Background: an optimization exercise with open tools, aiming at small area, a short achievable clock period and few clock cycles per item. Do not read the settings as production practice.
Power is estimated from default activity; no workload was simulated.

willow:
==> flow/design.v <==
module sscore_enc (
    input             clk,
    input             rst,         
    input             start,
    input      [47:0] in_len,
    output            idle,
    input             in_valid,
    output            in_ready,
    input       [7:0] in_data,
    output            out_valid,
    input             out_ready,
    output     [15:0] out_cp
);
    localparam [1:0] M_SCAN = 2'b00, M_ZERO = 2'b01, M_FF = 2'b10, M_PAT = 2'b11;
    reg         idle_q;
    reg         hdr;         
    reg  [1:0]  hidx;
    reg  [47:0] R;           
    reg  [4:0]  rb;          
    reg  [3:0]  wc;          
    reg  [7:0]  w [0:8];
    reg         al;          
    reg         inrdy;
    reg         eoi;         
    reg         ovalid;
    reg  [11:0] osym;
    reg         go;          
    reg         sgo;         
    reg  [1:0]  mode;
    reg  [9:0]  cp;          
    reg         cmax;        
    reg         ph;          
    reg         ending;      
    reg         lastpair;    
    reg         sblk;        
    reg  [1:0]  se;          
    assign idle      = idle_q;
    assign in_ready  = inrdy;
    assign out_valid = ovalid;
    assign out_cp    = {4'hE, osym};
    wire can   = !ovalid || out_ready;
    wire push  = in_valid && inrdy;
    wire step  = go && can;
    wire [7:0] w0 = w[0], w1 = w[1], w2 = w[2], w3 = w[3];
    wire [7:0] w4 = w[4], w5 = w[5], w6 = w[6], w7 = w[7];
    wire z0 = (w0 == 8'h00), z1 = (w1 == 8'h00);
    wire f0 = (w0 == 8'hFF), f1 = (w1 == 8'hFF);
    wire e0 = (w0 == w2), e1 = (w1 == w3), e2 = (w2 == w4);
    wire e3 = (w3 == w5), e4 = (w4 == w6), e5 = (w5 == w7);
    wire ge2 = (wc >= 4'd2), ge4 = (wc >= 4'd4), ge5 = (wc >= 4'd5);
    wire ge6 = (wc >= 4'd6), ge8 = (wc >= 4'd8);
    wire zero4 = ge4 && z0 && z1 && e0 && e1;     
    wire ff4   = ge4 && f0 && f1 && e0 && e1;
    wire pat4  = ge8 && e0 && e1 && e2 && e3 && e4 && e5;
    wire m1    = ge4 && e0 && e1;            
    wire m2    = ge6 && e2 && e3;            
    wire m1n   = ge5 && e1 && e2;            
    wire cont  = ge2 && ((mode == M_ZERO) ? z1 : f1);
    wire [9:0] cp1 = cp + 10'd1;
    wire c1max = cmax;
    wire zfend = !cont || cmax;
    reg         demit;
    reg  [11:0] dsym;
    always @(*) begin
        demit = 1'b0;
        dsym  = {4'h0, w0};
        case (mode)
            M_SCAN: demit = !(zero4 || ff4 || pat4);
            M_PAT: begin
                if (!ph && !ending && (se != 2'd3)) begin
                    demit = !m2;
                    dsym  = {M_PAT, cp1};
                end else begin
                    demit = ending && !(ph && lastpair);
                    dsym  = {4'h0, w1};
                end
            end
            default: begin
                demit = zfend;
                dsym  = {mode, cp};
            end
        endcase
    end
    reg  [11:0] hsym, ssym;
    always @(*) begin
        case (hidx)
            2'd0: hsym = R[47:36];
            2'd1: hsym = R[35:24];
            2'd2: hsym = R[23:12];
            default: hsym = R[11:0];
        endcase
        case (se)
            2'd0: ssym = {M_PAT, cp};
            2'd1: ssym = {4'h0, w0};
            default: ssym = {4'h0, w1};
        endcase
    end
    wire        emit = can && (hdr || sgo || (go && demit));
    wire [11:0] esym = hdr ? hsym : (sgo ? ssym : dsym);
    wire sblk_step = (mode != M_PAT) ? sblk :
                     (!ph ? 1'b0 : (lastpair ? sblk : (!ending && (!m1n || c1max))));
    wire sblk_c    = sgo ? (se != 2'd2) : (go ? sblk_step : sblk);
    wire hi0     = (R[47:4] == 44'd0);
    wire finrdy  = !idle_q && !hdr && hi0 && (R[3:0] == 4'd0);
    wire body_c1 = !idle_q && !finrdy && (!hdr || (hidx == 2'd3));
    wire body_c0 = !idle_q && !hdr;
    wire [2:0] nv [0:3];
    genvar k;
    generate
        for (k = 0; k < 4; k = k + 1) begin : g_nx
            wire       cc   = (k >= 2);
            wire       pp   = (k % 2) == 1;
            wire       st   = go && cc;
            wire       shA  = !al && (pp || eoi);
            wire       alup = shA && (wc == 4'd7);
            wire       aln  = al || alup;
            wire [3:0] wcn  = alup ? (eoi ? R[3:0] : 4'd8) :
                              (wc - {3'b000, st} + {3'b000, pp || shA});
            wire       eoin = eoi || (hi0 && (R[3:0] == wc + {3'b000, pp}));
            wire       rdyn = aln && ((wcn >= 4'd8) || (eoin && (wcn != 4'd0)));
            wire       bodn = cc ? body_c1 : body_c0;
            wire       sbn  = cc ? sblk_c : sblk;
            wire       finn = cc && finrdy;
            assign nv[k] = {bodn && rdyn && !sbn, bodn && rdyn && sbn,
                            !finn && !eoin && (wcn != 4'd9)};
        end
    endgenerate
    wire [2:0] nsel = can ? (push ? nv[3] : nv[2]) : (push ? nv[1] : nv[0]);
    wire       shA   = !al && (push || eoi);
    wire       sh    = step || shA;
    wire       al_up = shA && (wc == 4'd7);
    wire       ld7   = push && (!al || (step ? (wc == 4'd8) : (wc == 4'd7)));
    wire       ld8   = push && al && (step ? (wc == 4'd9) : (wc == 4'd8));
    wire [3:0] wc_p1 = wc + 4'd1;
    wire [3:0] wc_m1 = wc - 4'd1;
    wire [3:0] wc_a1 = (wc == 4'd7) ? (eoi ? R[3:0] : 4'd8) : wc_p1;
    wire [3:0] wc_n  = al ? (push ? (step ? wc : wc_p1) : (step ? wc_m1 : wc)) :
                            ((push || eoi) ? wc_a1 : wc);
    wire       eoi_n = eoi || (hi0 && (R[3:0] == wc + {3'b000, push}));
    integer j;
    always @(posedge clk) begin
        for (j = 0; j < 7; j = j + 1)
            if (sh) w[j] <= w[j + 1];
        if (ld7)     w[7] <= in_data;
        else if (sh) w[7] <= w[8];
        if (ld8)     w[8] <= in_data;
        if (emit) osym <= esym;
        if (idle_q) begin
            if (start) R <= in_len;
            rb <= 5'd0;
        end else begin
            if (step) R[7:0] <= R[7:0] - 8'd1;
            for (j = 1; j < 6; j = j + 1)
                if (rb[j - 1]) R[8 * j +: 8] <= R[8 * j +: 8] - 8'd1;
            rb[0] <= step && (R[7:0] == 8'd0);
            for (j = 1; j < 5; j = j + 1)
                rb[j] <= rb[j - 1] && (R[8 * j +: 8] == 8'd0);
        end
        if (idle_q)     hidx <= 2'd0;
        else if (hdr && can) hidx <= hidx + 2'd1;
        if (step) begin
            case (mode)
                M_SCAN: begin
                    cp   <= 10'd2;
                    cmax <= 1'b0;
                end
                M_PAT: begin
                    if (!ph && !ending && (se != 2'd3)) begin
                        cp   <= cp1;
                        cmax <= (cp == 10'd1022);
                    end else if (!ph && (se == 2'd3) && m1) begin
                        cp   <= 10'd1;
                        cmax <= 1'b0;
                    end
                end
                default: begin
                    cp   <= zfend ? 10'd1 : cp1;
                    cmax <= !zfend && (cp == 10'd1022);
                end
            endcase
        end
        if (rst) begin
            idle_q <= 1'b1;
            hdr    <= 1'b0;
            wc     <= 4'd0;
            al     <= 1'b0;
            inrdy  <= 1'b0;
            ovalid <= 1'b0;
            go     <= 1'b0;
            sgo    <= 1'b0;
            mode   <= M_SCAN;
            ph     <= 1'b0;
            ending <= 1'b0;
            lastpair <= 1'b0;
            sblk   <= 1'b0;
            se     <= 2'd0;
        end else begin
            if (emit) ovalid <= 1'b1;
            else if (out_ready) ovalid <= 1'b0;
            if (idle_q) begin
                wc    <= 4'd0;
                al    <= 1'b0;
                go    <= 1'b0;
                sgo   <= 1'b0;
                inrdy <= start && (in_len != 48'd0);
                eoi   <= (in_len == 48'd0);
                if (start) begin
                    idle_q <= 1'b0;
                    hdr    <= 1'b1;
                end
            end else begin
                wc    <= wc_n;
                al    <= al || al_up;
                eoi   <= eoi_n;
                {go, sgo, inrdy} <= nsel;
                if (can && finrdy) idle_q <= 1'b1;
                if (can && hidx == 2'd3) hdr <= 1'b0;
            end
            if (can) sblk <= sblk_c;
            if (sgo && can) se <= se + 2'd1;
            if (step) begin
                case (mode)
                    M_SCAN: begin
                        if (zero4)      mode <= M_ZERO;
                        else if (ff4)   mode <= M_FF;
                        else if (pat4) begin
                            mode <= M_PAT;
                            ph   <= 1'b1;
                        end
                    end
                    M_PAT: begin
                        if (!ph) begin
                            ph <= 1'b1;
                            if (ending) begin
                                lastpair <= 1'b1;
                            end else if (se == 2'd3) begin
                                se <= 2'd0;
                                if (!m1) lastpair <= 1'b1;
                            end else if (!m2) begin
                                ending <= 1'b1;
                            end
                        end else begin
                            ph <= 1'b0;
                            if (lastpair) begin
                                mode     <= M_SCAN;
                                ending   <= 1'b0;
                                lastpair <= 1'b0;
                            end
                        end
                    end
                    default: begin
                        if (!cont) mode <= M_SCAN;
                    end
                endcase
            end
        end
    end
endmodule
export LEC_CHECK = 0
export CAP_MARGIN = 20
export CORE_MARGIN = 2
export CORE_UTILIZATION = 45
export CTS_BUF_LIST = sky130_fd_sc_hd__clkbuf_8
export SLEW_MARGIN = 20
create_clock -name core_clock -period 8.0 [get_ports {clk}]
standard.sh (not shown) runs the stock make flow with config.mk's settings and CLKGATE_MAP_FILE= SYNTH_SCRIPT=/design/flow/synth_recipe.tcl, a recipe that flattens the netlist after the stock synthesis.
==> flow/flow/run.sh <==
#!/bin/bash
# Layout flow: the standard flow (standard synthesis unchanged), with the
# ports buffered by the smallest buffer and setup repair aimed 5.2 ns past the
# clock period.  make's output goes to standard.log; ORFS's own per-step logs
# stay under orfs/logs.
set -euo pipefail
bash standard.sh SETUP_SLACK_MARGIN=5.2 "BUFFER_PORTS_ARGS=-buffer_cell sky130_fd_sc_hd__buf_1" finish > standard.log 2>&1
What garnet does differently from willow at the input level:
Settings: a deleted CTS_BUF_LIST that had been sky130_fd_sc_hd__clkbuf_8; a change of CORE_UTILIZATION from 45 to 50.
==> flow/flow/run.sh <==
#!/bin/bash
# Layout flow: the standard flow (standard synthesis unchanged), with the
# ports buffered by the smallest buffer and setup repair aimed 5.25 ns past the
# clock period.  make's output goes to standard.log; ORFS's own per-step logs
# stay under orfs/logs.
set -euo pipefail
bash standard.sh SETUP_SLACK_MARGIN=5.25 "BUFFER_PORTS_ARGS=-buffer_cell sky130_fd_sc_hd__buf_1" finish > standard.log 2>&1
Notes after the runs:
- garnet ended with more clock share of power than willow.
- garnet reports a higher summed area of non-filler cells in the final layout than willow does.
- willow fits on a die that is larger than the die of garnet.
- Summary of garnet over willow: power went up, global-route track usage on met1 went up.
- A startpoint of the most critical setup path of out_ready is what garnet shows, while rst belongs to willow.
Relative to garnet, the following input files were edited for pepper:
Settings: CORE_UTILIZATION now 45, was 50.
==> flow/flow/run.sh <==
#!/bin/bash
# Layout flow: the standard flow (standard synthesis unchanged), with the
# ports buffered by the smallest buffer and setup repair aimed 5.2 ns past the
# clock period.  make's output goes to standard.log; ORFS's own per-step logs
# stay under orfs/logs.
set -euo pipefail
bash standard.sh SETUP_SLACK_MARGIN=5.2 "BUFFER_PORTS_ARGS=-buffer_cell sky130_fd_sc_hd__buf_1" finish > standard.log 2>&1
[summary]
- pepper ran to completion and came out clean on the timing, DRC and antenna checks.
- Higher part of the total power dissipated in the clock network goes to garnet over pepper.
- The startpoint of the worst setup timing path comes out rst in one run and out_ready in the other, namely in pepper and garnet respectively.
- Compared with garnet, in pepper final-report hold violation count stayed essentially flat; register share of the cell area up 0.86 points.
No run of this note included a check of the RTL's function; only the layout flow was run.

## afterwards: timing with drivers on the ports
The results above use ideal ports. As a check the final layouts listed here were re-extracted and re-timed, cells and wires unchanged. Step 1: set_driving_cell puts a clkbuf_16 on clk and a buf_2 on each other input, an assumption about the parent block. Step 2 also shifts input and output timing later by t, the mid clock arrival at the registers, as if the neighbouring blocks saw the same clock. Slacks: ideal / step 1 / step 2; pairs: ideal / step 1.
| run | shift t [ns] | slack for setup (ns) | cell pins on the clock port's net |
|---|---|---|---|
| willow | 0.522 | 5.250 / 5.246 / 4.754 | 1 |
| garnet | 0.486 | 5.212 / 5.235 / 4.749 | 1 |
| pepper | 0.490 | 5.232 / 5.209 / 4.770 | 1 |
After both steps every run listed still meets setup and hold. The setup slack of willow, which loses most, moves by -0.004 ns with the drivers and by -0.496 ns with both steps.
